This is an optimization exercise on Yosys and OpenROAD, whose aim is a short achievable clock period and few clock cycles, not a production implementation.
Function was checked by simulation only, so behaviour that the tests miss may differ from the original.
Power is estimated from default activity; no workload was simulated.

===== flow/config.mk =====
export PLATFORM = sky130hd
export DESIGN_NAME = beebc_core
export DESIGN_NICKNAME = beebc_core
export VERILOG_FILES = /design/flow/design.v
export SDC_FILE = /design/flow/constraint.sdc
export NUM_CORES = 4
export LEC_CHECK = 0
export CAP_MARGIN = 20
export CORE_MARGIN = 2
export CORE_UTILIZATION = 40
export SLEW_MARGIN = 20

===== flow/constraint.sdc =====
create_clock -name core_clock -period 5.0 [get_ports {clk}]
set_input_delay 1.0000 -clock core_clock [delete_from_list [all_inputs] [get_ports {clk}]]
set_output_delay 1.0000 -clock core_clock [all_outputs]
set_load 0.01 [all_outputs]

===== flow/design.v =====
module beebc_decoder (
    input  wire [2:0]  step,
    input  wire [3:0]  opcode,
    input  wire        cf,
    input  wire        zf,
    output reg  [15:0] cw
);
    localparam [15:0] CW_NONE    = 16'h0000;
    localparam [15:0] CW_FETCH0  = 16'h4004;  
    localparam [15:0] CW_FETCH1  = 16'h2408;  
    localparam [15:0] CW_ADDR    = 16'h6000;  
    localparam [15:0] CW_LDA_1   = 16'h2200;  
    localparam [15:0] CW_LDB     = 16'h2020;  
    localparam [15:0] CW_ADD_2   = 16'h0281;  
    localparam [15:0] CW_SUB_2   = 16'h02C1;  
    localparam [15:0] CW_STA_1   = 16'h1100;  
    localparam [15:0] CW_LDI_0   = 16'h0A00;  
    localparam [15:0] CW_JUMP    = 16'h0802;  
    localparam [15:0] CW_OUT_0   = 16'h0110;  
    localparam [15:0] CW_HLT_0   = 16'h8000;  
    function [15:0] ucode;
        input [3:0] op;
        input [1:0] slot;
        begin
            ucode = CW_NONE;
            case (op)
                4'd1: case (slot)           
                          2'd0: ucode = CW_ADDR;
                          2'd1: ucode = CW_LDA_1;
                          default: ucode = CW_NONE;
                      endcase
                4'd2: case (slot)           
                          2'd0: ucode = CW_ADDR;
                          2'd1: ucode = CW_LDB;
                          2'd2: ucode = CW_ADD_2;
                          default: ucode = CW_NONE;
                      endcase
                4'd3: case (slot)           
                          2'd0: ucode = CW_ADDR;
                          2'd1: ucode = CW_LDB;
                          2'd2: ucode = CW_SUB_2;
                          default: ucode = CW_NONE;
                      endcase
                4'd4: case (slot)           
                          2'd0: ucode = CW_ADDR;
                          2'd1: ucode = CW_STA_1;
                          default: ucode = CW_NONE;
                      endcase
                4'd5:  ucode = (slot == 2'd0) ? CW_LDI_0 : CW_NONE;  
                4'd6:  ucode = (slot == 2'd0) ? CW_JUMP  : CW_NONE;  
                4'd14: ucode = (slot == 2'd0) ? CW_OUT_0 : CW_NONE;  
                4'd15: ucode = (slot == 2'd0) ? CW_HLT_0 : CW_NONE;  
                default: ucode = CW_NONE;  
            endcase
        end
    endfunction
    always @(*) begin
        if (step == 3'd0)
            cw = CW_FETCH0;
        else if (step == 3'd1)
            cw = CW_FETCH1;
        else if (step == 3'd2 && opcode == 4'd7 && cf)
            cw = CW_JUMP;
        else if (step == 3'd2 && opcode == 4'd8 && zf)
            cw = CW_JUMP;
        else if (step <= 3'd5)
            cw = ucode(opcode, step[1:0] - 2'd2);
        else
            cw = CW_NONE;
    end
endmodule
module beebc_core (
    input  wire       clk,
    input  wire       rst,         
    output wire [3:0] mem_addr,
    input  wire [7:0] mem_rdata,
    output wire [7:0] mem_wdata,
    output wire       mem_we,
    output wire [7:0] out,
    output wire       out_strobe,
    output wire       halted
);
    reg  [3:0] pc;
    reg  [2:0] step;
    reg  [3:0] mar;
    reg  [7:0] ir;
    reg  [7:0] a;
    reg  [7:0] b;
    reg  [7:0] alu;
    reg  [7:0] out_r;
    reg        cf;
    reg        zf;
    reg        halted_r;
    reg        out_valid;   
    wire [15:0] cw;
    beebc_decoder u_dec (
        .step   (step),
        .opcode (ir[7:4]),
        .cf     (cf),
        .zf     (zf),
        .cw     (cw)
    );
    wire c_hlt = cw[15];
    wire c_mi  = cw[14];
    wire c_ro  = cw[13];
    wire c_ri  = cw[12];
    wire c_io  = cw[11];
    wire c_ii  = cw[10];
    wire c_ai  = cw[9];
    wire c_ao  = cw[8];
    wire c_eo  = cw[7];
    wire c_su  = cw[6];
    wire c_bi  = cw[5];
    wire c_oi  = cw[4];
    wire c_ce  = cw[3];
    wire c_co  = cw[2];
    wire c_j   = cw[1];
    wire c_fi  = cw[0];
    wire [8:0] sum  = {1'b0, a} + {1'b0, b};
    wire [7:0] diff = a - b;
    wire [7:0] alu_r   = c_su ? diff : sum[7:0];
    wire       alu_ovf = c_su ? (a < b) : sum[8];
    wire       alu_lat = (c_eo | c_fi) & ~alu_ovf;
    wire [7:0] alu_next = alu_lat ? alu_r : alu;
    reg [7:0] bus;
    always @(*) begin
        bus = 8'h00;
        if (c_ro) bus = mem_rdata;
        if (c_io) bus = {4'h0, ir[3:0]};
        if (c_ao) bus = a;
        if (c_co) bus = {4'h0, pc};
        if (c_eo) bus = alu_next;
    end
    wire run = ~halted_r;
    always @(posedge clk) begin
        if (rst) begin
            pc       <= 4'h0;
            step     <= 3'd0;
            mar      <= 4'h0;
            ir       <= 8'h00;
            a        <= 8'h00;
            b        <= 8'h00;
            alu      <= 8'h00;
            out_r    <= 8'h00;
            cf       <= 1'b0;
            zf       <= 1'b0;
            halted_r <= 1'b0;
        end else if (run) begin
            if (c_fi) begin
                cf <= alu_ovf;
                zf <= ~alu_ovf & (alu_r == 8'h00);
            end
            alu <= alu_next;
            if (c_mi) mar   <= bus[3:0];
            if (c_ii) ir    <= bus;
            if (c_ai) a     <= bus;
            if (c_bi) b     <= bus;
            if (c_oi) out_r <= bus;
            if (c_ce)
                pc <= (c_j ? bus[3:0] : pc) + 4'd1;
            else if (c_j)
                pc <= bus[3:0];
            step <= step + 3'd1;
            if (c_hlt) halted_r <= 1'b1;
        end
    end
    always @(posedge clk) begin
        if (rst)
            out_valid <= 1'b0;
        else
            out_valid <= c_oi & run;
    end
    assign mem_addr   = mar;
    assign mem_wdata  = bus;
    assign mem_we     = c_ri & run;
    assign out        = out_r;
    assign out_strobe = out_valid;
    assign halted     = halted_r;
endmodule

===== flow/run.sh =====
#!/bin/bash
# synth_recipe.tcl (not shown) runs the flow's synth.tcl, then flattens the netlist and writes it again
# the make line also repeats each setting of config.mk as NAME=value (left out here)
make -C /OpenROAD-flow-scripts/flow DESIGN_CONFIG=/design/flow/config.mk WORK_HOME=/design/flow/orfs CLKGATE_MAP_FILE= SYNTH_SCRIPT=/design/flow/synth_recipe.tcl finish

==> results of run 1 <==
path summary, 6_finish.rpt:
kind	startpoint	slack, ns	cells after the start	to
min	alu[5]$_SDFFE_PP0N_	0.48	2	alu[5]$_SDFFE_PP0N_
min reg2reg	alu[5]$_SDFFE_PP0N_	0.48	2	alu[5]$_SDFFE_PP0N_
max reg2reg	step[0]$_SDFFE_PP0N_	1.53	14	pc[2]$_SDFFE_PP0N_
max	a[0]$_SDFFE_PP0P_	0.23	11	mem_wdata[3]
per-stage QoR:
step	setup slack (ns)	util (%)	instance area, um2	power (W)	std cells
finish	0.228	46.3	4210	0.000913	592
CTS	0.182	46.2	4210	0.000915	592
floorplan	1.62	-	3710	0.000584	457
detailed placement	0.571	45.1	4110	0.000641	584
global placement	0.564	45.1	4110	0.000640	584
global route	0.0146	46.3	4210	0.000960	592
cell type report:
cell class	count	area [um2]
clock inverter	3	28.8
clock buffer	5	68.8
inverter	36	135
multi-input combinational	342	2360
timing repair buffer	40	380
fill	896	4890
tap	111	139
sequential	55	1100
per-layer routing:
metal	vias up	share of wire [%]
met5	-	0
met4	0	0.95
met3	10	4.9
met2	111	46
met1	1627	48
li1	1700	-
report_power, final:
part | switching [W] | internal [W]
logic | 0.0000990 | 0.0000682
clock network | 0.000173 | 0.000106
registers | 0.0000154 | 0.000451
sequential cells by signal, indices dropped and copies added (netlist names):
register   count
out_valid      1
mar            4
out_r          8
alu            8
cf             1
b              8
pc             4
step           3
a              8
ir             8
halted_r       1
zf             1
cell families after synthesis:
logic type | after synthesis | share of synthesized area [%]
compound gates | 137 | 28.4
xor+xnor | 9 | 2.33
fa+ha+maj | 25 | 8.84
buf+inv | 60 | 6.81
flops | 55 | 29.7
mux | 10 | 2.80
simple gates | 161 | 21.2
layout by cell type (no fill, tap or decap), drive strengths merged, types with 4 or more instances in the layout:
master / Yosys / routed
dfxtp: 55 / 55
o21ai: 28 / 28
a31oi: 14 / 14
o32ai: 4 / 4
o21bai: 4 / 4
nand2b: 6 / 6
a211oi: 16 / 16
nor3b: 5 / 5
nor2b: 6 / 6
inv: 36 / 39
or2: 4 / 4
and2: 5 / 5
a311oi: 4 / 4
mux2i: 7 / 7
nor2: 55 / 55
nor3: 9 / 9
xnor2: 6 / 6
a21o: 4 / 4
nor4: 5 / 5
clkdlybuf4s50: 0 / 32
o31ai: 5 / 5
or3: 6 / 6
o22ai: 7 / 7
clkbuf: 13 / 5
a21oi: 20 / 20
buf: 11 / 8
ha: 23 / 23
nand3: 13 / 13
a221oi: 6 / 6
nand2: 38 / 38
worst reg2reg max path: cells and delay by family (launching register included):
family / cells / cell delay [ns]
buffers and inverters: 2 / 0.30
and+or+nand+nor: 4 / 0.99
AOI/OAI and AO/OA: 6 / 1.11
adders and majority gates: 2 / 0.49
DFF: 1 / 0.51
==> results.cfg, run 1 <==
[clocking]
clk_pin_slew_ns = 0.12
clkLatencyLatePin_ns = 0.33
ctsHoldBuffers = 0
htreeDepth = 2
root_buffer = clkbuf_8
cts_tree = yes
cts_resized = 0
cts_max_path_buffers = 2
cts_buffers = 5
post_cts_buffers = 0
numClockSinks = 55

[yosys]
synthArstFlopShare_pct = 0
synth_commonest_cells = 55 x dfxtp_1, 54 x nor2_1, 38 x nand2_1
synth_cell_type_count = 72
yosysMostFrequentCell = dfxtp_1
synth-main-ff-cell = dfxtp_1
synth_seq_cells = 55
avgSynthCellArea_um2 = 8.12
synth_nets = 492
yosys.area.top_type = dfxtp_1
yosysTopAreaCellShare_pct = 29.7
synth_seq_area_share_pct = 29.7
netlist_instances = 457
syn-cell-area_um2 = 3710
ys_warn_count = 2
synthTopCellsByArea = dfxtp_1 30%, ha_1 7.8%, nor2_1 5.5%
synth_edf_count = 0

[global_routing]
grt_pass1_wl_mm = 17.2
grt_max_degree = 33
use_met2_pct = 34.3
grt_most_used_layer = met2
grt_use_total_pct = 21.5
grt_use_met3_pct = 2.23
grt_use_met1_pct = 31.5
antenna_found_initial = 0
overflow = 0
grt_pass1_vias = 3235

[detailed_routing]
drt-total-wl_mm = 10.4
avgViaCountPerCell = 5.82
vias = 3448
first_iter_violations = 260
post_drt_wl_per_cell_um = 17.6
drt_first_pass_iters = 5
drc = 0
ant_nets = 0

[layout]
area_growth_pct = 13.6
antenna_cells = 0
drive_gt1_share_pct = 8.32
fin_nets = 515

[place]
io_buffers = 32
place_congestion = 0.912
hpwl_mm = 7.78

[sta]
period_minus_slack_ns = 4.77
timing.final.crit_share_pct = 95.4
fin_skew_ns = 0.0138
relSlewSlack_pct = 37.2
rsz0062_at_grt = no
tightestPinTransition_ns = 0.941
fin_hold_ws_ns = 0.478
setup_tns_ns = 0
hold_viol = 0
clock.fmax_ghz = 0.210
setup_violations = 0
drv_slew = 0

[critical_path]
cp_common_cell = inv_1
critical_path.max_stage_delay_ns = 0.54
worstPathArrival_ns = 3.77
cp_data_required_time_ns = 4.00
path_buf_inv = 3
cpLargestDelayFamily = compound AO/OA/AOI/OAI gates
cp-end-kind = output port
worst_setup_path_start_kind = flip-flop
crit_type = reg2out
path_max_fanout = 6
crit_chain = inv_1 -> ha_1 -> fa_1 -> nor2b_1 -> o211ai_1 -> a32oi_1 -> or2_1 -> nand2_1 -> o311ai_4 -> inv_1 -> clkdlybuf4s50_1
cp_slowest_cell = o311ai_4

[die]
io_pins = 33
rows = 35
die_h_um = 100
core-area_um2 = 9110
initial_core_util_pct = 40.7
die_w_um = 100
dieArea_um2 = 10100

[outcome]
status = complete, no violations

[pwr]
total_leakage_power_nw = 1.61
ir_drop_uv = 153
p_per_area_nw_per_um2 = 217

[run]
cap_viol_max_count = 0

[min_path]
hold_path_class = reg2reg
Testbench counts, summed over its fixed seeds: cycles 165,512.
==> run 2, diff against run 1 <==
==> flow/design.v (replaced) <==
module beebc_decoder (
    input  wire [3:0] opcode,
    input  wire       cf,
    input  wire       zf,
    output wire       is_lda,
    output wire       is_alu,    
    output wire       is_sub,
    output wire       is_sta,
    output wire       is_ldi,
    output wire       is_out,
    output wire       is_hlt,
    output wire       taken      
);
    assign is_lda = (opcode == 4'd1);
    assign is_alu = (opcode == 4'd2) | (opcode == 4'd3);
    assign is_sub = (opcode == 4'd3);
    assign is_sta = (opcode == 4'd4);
    assign is_ldi = (opcode == 4'd5);
    assign is_out = (opcode == 4'd14);
    assign is_hlt = (opcode == 4'd15);
    assign taken  = (opcode == 4'd6) | ((opcode == 4'd7) & cf) | ((opcode == 4'd8) & zf);
endmodule
module beebc_core (
    input  wire       clk,
    input  wire       rst,         
    output wire [3:0] mem_addr,
    input  wire [7:0] mem_rdata,
    output wire [7:0] mem_wdata,
    output wire       mem_we,
    output wire [7:0] out,
    output wire       out_strobe,
    output wire       halted
);
    reg  [3:0] pc;
    reg  [7:0] ir;
    reg        irv;         
    reg  [7:0] a;
    reg  [7:0] alu;
    reg  [7:0] out_r;
    reg        cf;
    reg        zf;
    reg        halted_r;
    reg        out_valid;   
    reg  [7:0] mc [0:15];   
    reg [15:0] mv;          
    wire [3:0] n = ir[3:0];
    wire is_lda, is_alu, is_sub, is_sta, is_ldi, is_out, is_hlt, taken;
    beebc_decoder u_dec (
        .opcode (ir[7:4]),
        .cf     (cf),
        .zf     (zf),
        .is_lda (is_lda),
        .is_alu (is_alu),
        .is_sub (is_sub),
        .is_sta (is_sta),
        .is_ldi (is_ldi),
        .is_out (is_out),
        .is_hlt (is_hlt),
        .taken  (taken)
    );
    wire run = ~halted_r;
    wire exec = run & irv & ~(is_hlt & out_valid);
    wire [3:0] pc1 = pc + 4'd1;
    wire [3:0] pc2 = pc + 4'd2;
    wire [3:0] n1  = n + 4'd1;
    wire       vn   = mv[n];
    wire       vpc1 = mv[pc1];
    wire [7:0] cn   = mc[n];
    wire [7:0] cpc1 = mc[pc1];
    wire use_n  = is_sta | ((is_lda | is_alu | taken) & ~vn);
    wire use_n1 = taken & vn;
    reg  [3:0] addr;
    always @(*) begin
        if (~irv)        addr = pc;
        else if (use_n)  addr = n;
        else if (use_n1) addr = n1;
        else if (vpc1)   addr = pc2;
        else             addr = pc1;
    end
    wire [7:0] b    = vn ? cn : mem_rdata;
    wire [8:0] sum  = {1'b0, a} + {1'b0, b};
    wire [8:0] dif  = {1'b0, a} - {1'b0, b};
    wire [7:0] alu_r   = is_sub ? dif[7:0] : sum[7:0];
    wire       alu_ovf = is_sub ? dif[8] : sum[8];
    wire [7:0] alu_next = alu_ovf ? alu : alu_r;
    wire [3:0] next_pc = taken ? n : pc1;
    wire       sta_fwd = is_sta & (n == pc1);
    wire       vsrc    = taken ? vn : vpc1;
    wire [7:0] csrc    = taken ? cn : cpc1;
    wire       port_next = taken | ~(is_sta | ((is_lda | is_alu) & ~vn & (n != pc1)));
    wire we = exec & is_sta;
    integer i;
    always @(posedge clk) begin
        if (rst) begin
            mv <= 16'h0000;
        end else if (run) begin
            if (we) begin
                mc[n]  <= a;
                mv[n]  <= 1'b1;
            end else begin
                mc[addr] <= mem_rdata;
                mv[addr] <= 1'b1;
            end
        end
    end
    always @(posedge clk) begin
        if (rst) begin
            pc       <= 4'h0;
            irv      <= 1'b0;
            a        <= 8'h00;
            alu      <= 8'h00;
            out_r    <= 8'h00;
            cf       <= 1'b0;
            zf       <= 1'b0;
            halted_r <= 1'b0;
        end else if (run) begin
            if (~irv) begin
                ir  <= mem_rdata;
                irv <= 1'b1;
            end else if (exec) begin
                if (is_lda) a <= b;
                if (is_ldi) a <= {4'h0, n};
                if (is_alu) begin
                    a   <= alu_next;
                    alu <= alu_next;
                    cf  <= alu_ovf;
                    zf  <= ~alu_ovf & (alu_r == 8'h00);
                end
                if (is_out) out_r <= a;
                if (is_hlt) halted_r <= 1'b1;
                pc <= next_pc;
                if (sta_fwd) begin
                    ir  <= a;
                    irv <= 1'b1;
                end else if (vsrc) begin
                    ir  <= csrc;
                    irv <= 1'b1;
                end else begin
                    ir  <= mem_rdata;
                    irv <= port_next;
                end
            end
        end
    end
    always @(posedge clk) begin
        if (rst)
            out_valid <= 1'b0;
        else
            out_valid <= exec & is_out;
    end
    assign mem_addr   = addr;
    assign mem_wdata  = a;
    assign mem_we     = we;
    assign out        = out_r;
    assign out_strobe = out_valid;
    assign halted     = halted_r | (irv & is_hlt & ~out_valid);
endmodule
==> results.cfg, run 2 <==
[outcome]
status = complete, no violations

[yosys]
ys_warn_count = 1
synth_nets = 881
synth_edf_count = 136
synth_seq_cells = 189
yosysTopAreaCellShare_pct = 38.3
synth_seq_area_share_pct = 48.3
synth_commonest_cells = 136 x edfxtp_1, 88 x mux4_2, 81 x nor2_1
yosysMostFrequentCell = edfxtp_1
yosys.area.top_type = edfxtp_1
synth_cell_type_count = 74
netlist_instances = 842
avgSynthCellArea_um2 = 12.7
synth-main-ff-cell = edfxtp_1
syn-cell-area_um2 = 10700
synthArstFlopShare_pct = 0
synthTopCellsByArea = edfxtp_1 38%, mux4_2 19%, dfxtp_1 10%

[clocking]
clk_pin_slew_ns = 0.08
ctsHoldBuffers = 0
post_cts_buffers = 0
cts_buffers = 17
numClockSinks = 189
cts_resized = 0
cts_max_path_buffers = 2
clkLatencyLatePin_ns = 0.44
htreeDepth = 4
cts_tree = yes
root_buffer = clkbuf_16

[global_routing]
grt_max_degree = 43
overflow = 0
antenna_found_initial = 0
grt_pass1_wl_mm = 43.8
grt_use_total_pct = 20.7
grt_pass1_vias = 7234

[run]
cap_viol_max_count = 0

[die]
dieArea_um2 = 28000
rows = 59
die_w_um = 167
io_pins = 33
die_h_um = 167
core-area_um2 = 26100
initial_core_util_pct = 40.8

[critical_path]
path_max_fanout = 10
crit_chain = ha_2 -> mux4_2 -> mux2i_1 -> mux2i_2 -> mux2i_1 -> nor2_1 -> o31ai_4 -> inv_1 -> clkdlybuf4s50_1
r2r-start = ir[0]$_DFFE_PP_
crit_type = reg2out
setup.worst_path.start = pc[1]$_SDFFE_PP0P_
path_buf_inv = 2
reg2reg_setup_slack_ns = 0.31
cp_slowest_cell = clkdlybuf4s50_1
r2r_cells = 16
critical_path.max_stage_delay_ns = 0.54
r2r-end = zf$_SDFFE_PP0P_
cpLargestDelayFamily = multiplexers
cp-end-kind = output port
worstPathArrival_ns = 3.80
cp_common_cell = mux2i_1
worst_setup_path_start_kind = flip-flop
cp_data_required_time_ns = 4.00

[layout]
antenna_cells = 0
fin_util_pct = 46.6
final_cell_mix = 136 x edfxtp_1, 88 x mux4_2, 81 x nor2_1
final_common_cell = edfxtp_1
top_register = mc
largest_reg_flops = 128
drive_gt1_share_pct = 23.3
reg_top3 = mc x128, mv x16
fin_nets = 926
area_growth_pct = 14.4

[sta]
fin_ws_ns = 0.195
rsz0062_at_grt = yes
setup_tns_ns = 0
relSlewSlack_pct = 31.2
period_minus_slack_ns = 4.80
tightestPinTransition_ns = 1.03
clock.fmax_ghz = 0.208
fin_skew_ns = 0.0204
timing.final.crit_share_pct = 96.1
setup_violations = 0
fin_hold_ws_ns = 0.467
drv_slew = 0
hold_viol = 0

[detailed_routing]
drc = 0
drt_first_pass_iters = 16
ant_nets = 0
avgViaCountPerCell = 5.98
vias = 7389
first_iter_violations = 664
drt-total-wl_mm = 28.3
post_drt_wl_per_cell_um = 22.9

[place]
post-place-ws_ns = 0.296
place_congestion = 0.887
io_buffers = 32
hpwl_mm = 19.6

[pwr]
total_power_w = 0.00483
p_per_area_nw_per_um2 = 397
total_leakage_power_nw = 4.31
ir_drop_uv = 232

[min_path]
hp-start = alu[0]$_SDFFE_PP0P_
hold_path_class = reg2reg
hold-path-endpoint = alu[0]$_SDFFE_PP0P_
hold_path_depth = 2
[run 2: changes by cell type after synthesis, moves of 16 or more]
cell      previous run  this run
edfxtp_1             0       136
mux4_2               0        88
a21oi_1             20        48
nor2_1              54        81
nand2_1             38        64
mux2i_1              7        32
clkbuf_1            12        32
nor3_1               9        25
[run 2: through the flow]
stage               area, um2  cells
floorplan               10700    842
global placement        11500   1203
detailed placement      11500   1203
CTS                     12200   1235
global route            12200   1235
finish                  12200   1235
[run 2: worst max path at each step]
stage | endpoint | cells after the start
2_1_floorplan | a[6]$_SDFFE_PP0P_ | 19
3_3_place_gp | zf$_SDFFE_PP0P_ | 16
3_5_place_dp | alu[7]$_SDFFE_PP0P_ | 17
4_1_cts | mem_addr[2] | 9
5_1_grt | mem_addr[2] | 9
6_report | mem_addr[2] | 9
[run 2: layer usage]
| layer | vias to the layer above | track usage [%] | wire [um] |
|---|---|---|---|
| li1 | 3361 | - | - |
| met1 | 3722 | 28.5 | 12300 |
| met2 | 275 | 33.4 | 13600 |
| met3 | 31 | 4.30 | 1870 |
| met4 | 0 | 5.82 | 522 |
| met5 | - | 0 | 0 |
[run 2: cell type report]
cell class / count / area (um2)
repair buffers: 77 / 662
clock inverters: 15 / 216
multi-input cells: 571 / 5190
clock buffers: 17 / 425
inverters: 31 / 118
flip-flops and latches: 189 / 5150
fillers: 2325 / 13900
well taps: 335 / 419
[run 2: logic make-up (layout without fill, tap and decap cells)]
kind of cell             Yosys count  after routing  share of synthesized area (%)
adder cells (fa/ha/maj)           29             29                           3.55
XOR/XNOR                          16             16                           1.32
flip-flops                       189            189                           48.3
AND/OR/NAND/NOR                  224            224                           9.84
AO/OA/AOI/OAI                    164            164                           10.2
multiplexers                     138            138                           23.7
buffers and inverters             82            140                           3.18
[run 2: worst min-delay path, cell delays in order (launching register included)]
cell     delay [ns]
dfxtp_1        0.32
nand2_1        0.05
a21oi_1        0.05
[run 2: report_power, final]
group / switching (W) / total, W / internal (W)
Combinational: 0.000792 / 0.00147 / 0.000680
Clock: 0.000728 / 0.00143 / 0.000703
Sequential: 0.000125 / 0.00193 / 0.00180
Testbench counts of run 2, summed over its fixed seeds: cycles 25,604.
==> run 3, diff against run 2 <==
--- a/flow/config.mk
+++ b/flow/config.mk
@@ -7,2 +7,3 @@
 export LEC_CHECK = 0
+export ABC_CLOCK_PERIOD_IN_PS = 2000
 export CAP_MARGIN = 20
@@ -10,2 +11,3 @@
 export CORE_UTILIZATION = 40
+export SETUP_SLACK_MARGIN = 3.0
 export SLEW_MARGIN = 20
==> results.cfg, run 3 <==
[layout]
multi_input_area_um2 = 6540
area_growth_pct = 41.4
largest_reg_flops = 128
stdcell_area_um2 = 15100
final_common_cell = edfxtp_1
top_register = mc
drive_gt1_share_pct = 50.7
reg_top3 = mc x128, mv x16
antenna_cells = 0
n_fill_cell = 1986
regArea_um2 = 5190
final_cell_mix = 136 x edfxtp_1, 88 x mux4_2, 88 x buf_4
fin_nets = 1046

[critical_path]
cp_data_required_time_ns = 5.36
cp-end-kind = flip-flop
worstPathArrival_ns = 4.56
crit_type = reg2reg
worst_setup_path_start_kind = flip-flop
path_max_fanout = 5

[clocking]
htreeDepth = 4
numClockSinks = 189
ctsHoldBuffers = 0
root_buffer = clkbuf_16
clkLatencyLatePin_ns = 0.46
cts_max_path_buffers = 2
cts_buffers = 17
cts_tree = yes
clk_pin_slew_ns = 0.09

[yosys]
synth_nets = 881
synth_cell_type_count = 74
synth_seq_area_share_pct = 48.3
synthArstFlopShare_pct = 0
synth_seq_cells = 189
netlist_instances = 842
ys_warn_count = 1
synth_edf_count = 136
synth_commonest_cells = 136 x edfxtp_1, 88 x mux4_2, 81 x nor2_1
syn-cell-area_um2 = 10700
synthTopCellsByArea = edfxtp_1 38%, mux4_2 19%, dfxtp_1 10%
yosysTopAreaCellShare_pct = 38.3
synth-main-ff-cell = edfxtp_1
yosys.area.top_type = edfxtp_1
avgSynthCellArea_um2 = 12.7
yosysMostFrequentCell = edfxtp_1

[sta]
setup_violations = 0
setup_tns_ns = 0
hold_viol = 0
rsz0062_at_grt = yes
drv_slew = 0
relSlewSlack_pct = 41.6
clock.fmax_ghz = 0.238
fin_hold_ws_ns = 0.469
timing.final.crit_share_pct = 84.1
tightestPinTransition_ns = 0.873
period_minus_slack_ns = 4.20
fin_skew_ns = 0.0293

[min_path]
hold_path_class = reg2reg

[pwr]
total_leakage_power_nw = 5.42
ir_drop_uv = 204
p_per_area_nw_per_um2 = 387

[detailed_routing]
ant_nets = 0
drt_first_pass_iters = 22
vias = 8247
first_iter_violations = 917
post_drt_wl_per_cell_um = 25.1
avgViaCountPerCell = 6.09
drc = 0
drt-total-wl_mm = 33.9

[place]
hpwl_mm = 19.6
place_area_um2 = 11900
place_congestion = 0.870
io_buffers = 32

[global_routing]
overflow = 0
antenna_found_initial = 0
grt_pass1_wl_mm = 51.4
grt_max_degree = 39
grt_use_total_pct = 24.4
grt_pass1_vias = 8308

[die]
die_h_um = 167
dieArea_um2 = 28000
initial_core_util_pct = 40.8
io_pins = 33
rows = 59
die_w_um = 167
core-area_um2 = 26100

[run]
cap_viol_max_count = 0

[outcome]
status = complete, no violations
[run 3: cell count changes in the layout (fill, tap and decap cells not counted), moves of 17 or more]
cell / change
a21oi_1: -19
buf_12: +30
buf_4: +44
buf_6: +35
clkdlybuf4s50_1: -20
dfxtp_1: -17
nand2_1: -32
nand2_8: +20
nor2_1: -28
nor2_4: +21
[run 3: logic make-up after synthesis]
group,count (synthesis),synth area share [%]
flops,189,48.3
simple gates,224,9.84
xor+xnor,16,1.32
compound gates,164,10.2
mux,138,23.7
fa+ha+maj,29,3.55
buf+inv,82,3.18
[run 3: what timing repair did]
action                                  in CTS  in global routing
resized for setup                          247                 73
setup buffers                              102                 30
cloned                                      12                  0
endpoints found under the setup margin     330                331
pin swaps                                   74                 42
[run 3: final cells by class]
cell class / instances / area share (%)
Clock buffer: 17 / 2.82
Clock inverter: 15 / 1.46
Inverter: 31 / 0.980
Multi-Input combinational cell: 578 / 43.4
Sequential cell: 189 / 34.4
Tap cell: 335 / 2.78
Timing Repair Buffer: 190 / 14.1
[run 3: per-layer routing]
metal  part of all wire [%]  wire length, um  GRT usage [%]
met5                      0                0              0
met4                    2.4              815           7.60
met3                    6.4             2190           3.19
met2                     51            17300           41.2
met1                     40            13700           33.1
[run 3: worst max-delay path, stage by stage (launching register included)]
cell and delay [ns]:
edfxtp_1 0.35, buf_6 0.13, mux4_2 0.50, mux2_4 0.31, mux2i_4 0.19, buf_12 0.15, mux2_4 0.20, ha_4 0.14
inv_2 0.03, fa_2 0.34, o21ba_4 0.20, o21ai_2 0.12, a21oi_1 0.08, o21bai_1 0.23, a2111oi_2 0.10, a221o_1 0.35
buf_4 0.17, mux2i_2 0.20, o221ai_1 0.15, o211a_1 0.15
[run 3: final timing paths]
check | start | endpoint | slack, ns | depth (start not counted)
worst max-delay path | ir[0]$_DFFE_PP_ | a[5]$_SDFFE_PP0P_ | 0.80 | 19
worst min register to register | alu[0]$_SDFFE_PP0P_ | alu[0]$_SDFFE_PP0P_ | 0.47 | 2
worst min-delay path | alu[0]$_SDFFE_PP0P_ | alu[0]$_SDFFE_PP0P_ | 0.47 | 2
worst max register to register | ir[0]$_DFFE_PP_ | a[5]$_SDFFE_PP0P_ | 0.80 | 19
[run 3: power breakdown]
| group | switching (W) | internal [W] | total (W) |
|---|---|---|---|
| clock | 0.000757 | 0.000711 | 0.00147 |
| combinational | 0.00122 | 0.00125 | 0.00246 |
| sequential | 0.000102 | 0.00180 | 0.00191 |
[run 3: through the flow]
step | worst slack (ns) | instances | util, % | power [W]
after floorplan | 0.796 | 842 | - | 0.00320
after global placement | 0.521 | 1179 | 45.5 | 0.00356
after detailed placement | 0.456 | 1179 | 45.5 | 0.00357
after CTS | 0.829 | 1325 | 55.9 | 0.00562
after global routing | 0.633 | 1355 | 57.7 | 0.00606
final | 0.796 | 1355 | 57.7 | 0.00584

## what the ideal ports hide
The results above use ideal ports. As a check the final layouts listed here were re-extracted and re-timed, cells and wires unchanged.
Step 1, drivers: a clkbuf_16 drives clk and a buf_2 each remaining input, both assumed.
Step 2 also shifts input and output timing later by t, the mid clock arrival at the registers, as if the neighbouring blocks saw the same clock.
Three values: ideal ports, drivers, drivers and shift; two values: the first two.
run	t, ns	slack for setup (ns)	hold WS [ns]	worst setup path at the end	latest minus earliest clock arrival (ns)
run 1	0.350	0.228 / 0.197 / 0.547	0.478 / 0.478 / 0.478	register to output	0.014 / 0.014
run 2	0.484	0.195 / 0.144 / 0.313	0.467 / 0.467 / 0.467	register to register	0.021 / 0.020
run 3	0.492	0.796 / 0.796 / 0.680	0.469 / 0.469 / 0.469	input to register	0.030 / 0.029
After both steps every run listed still meets setup and hold. The setup slack of run 3, which loses most, moves by 0.000 ns with the drivers and by -0.116 ns with both steps.
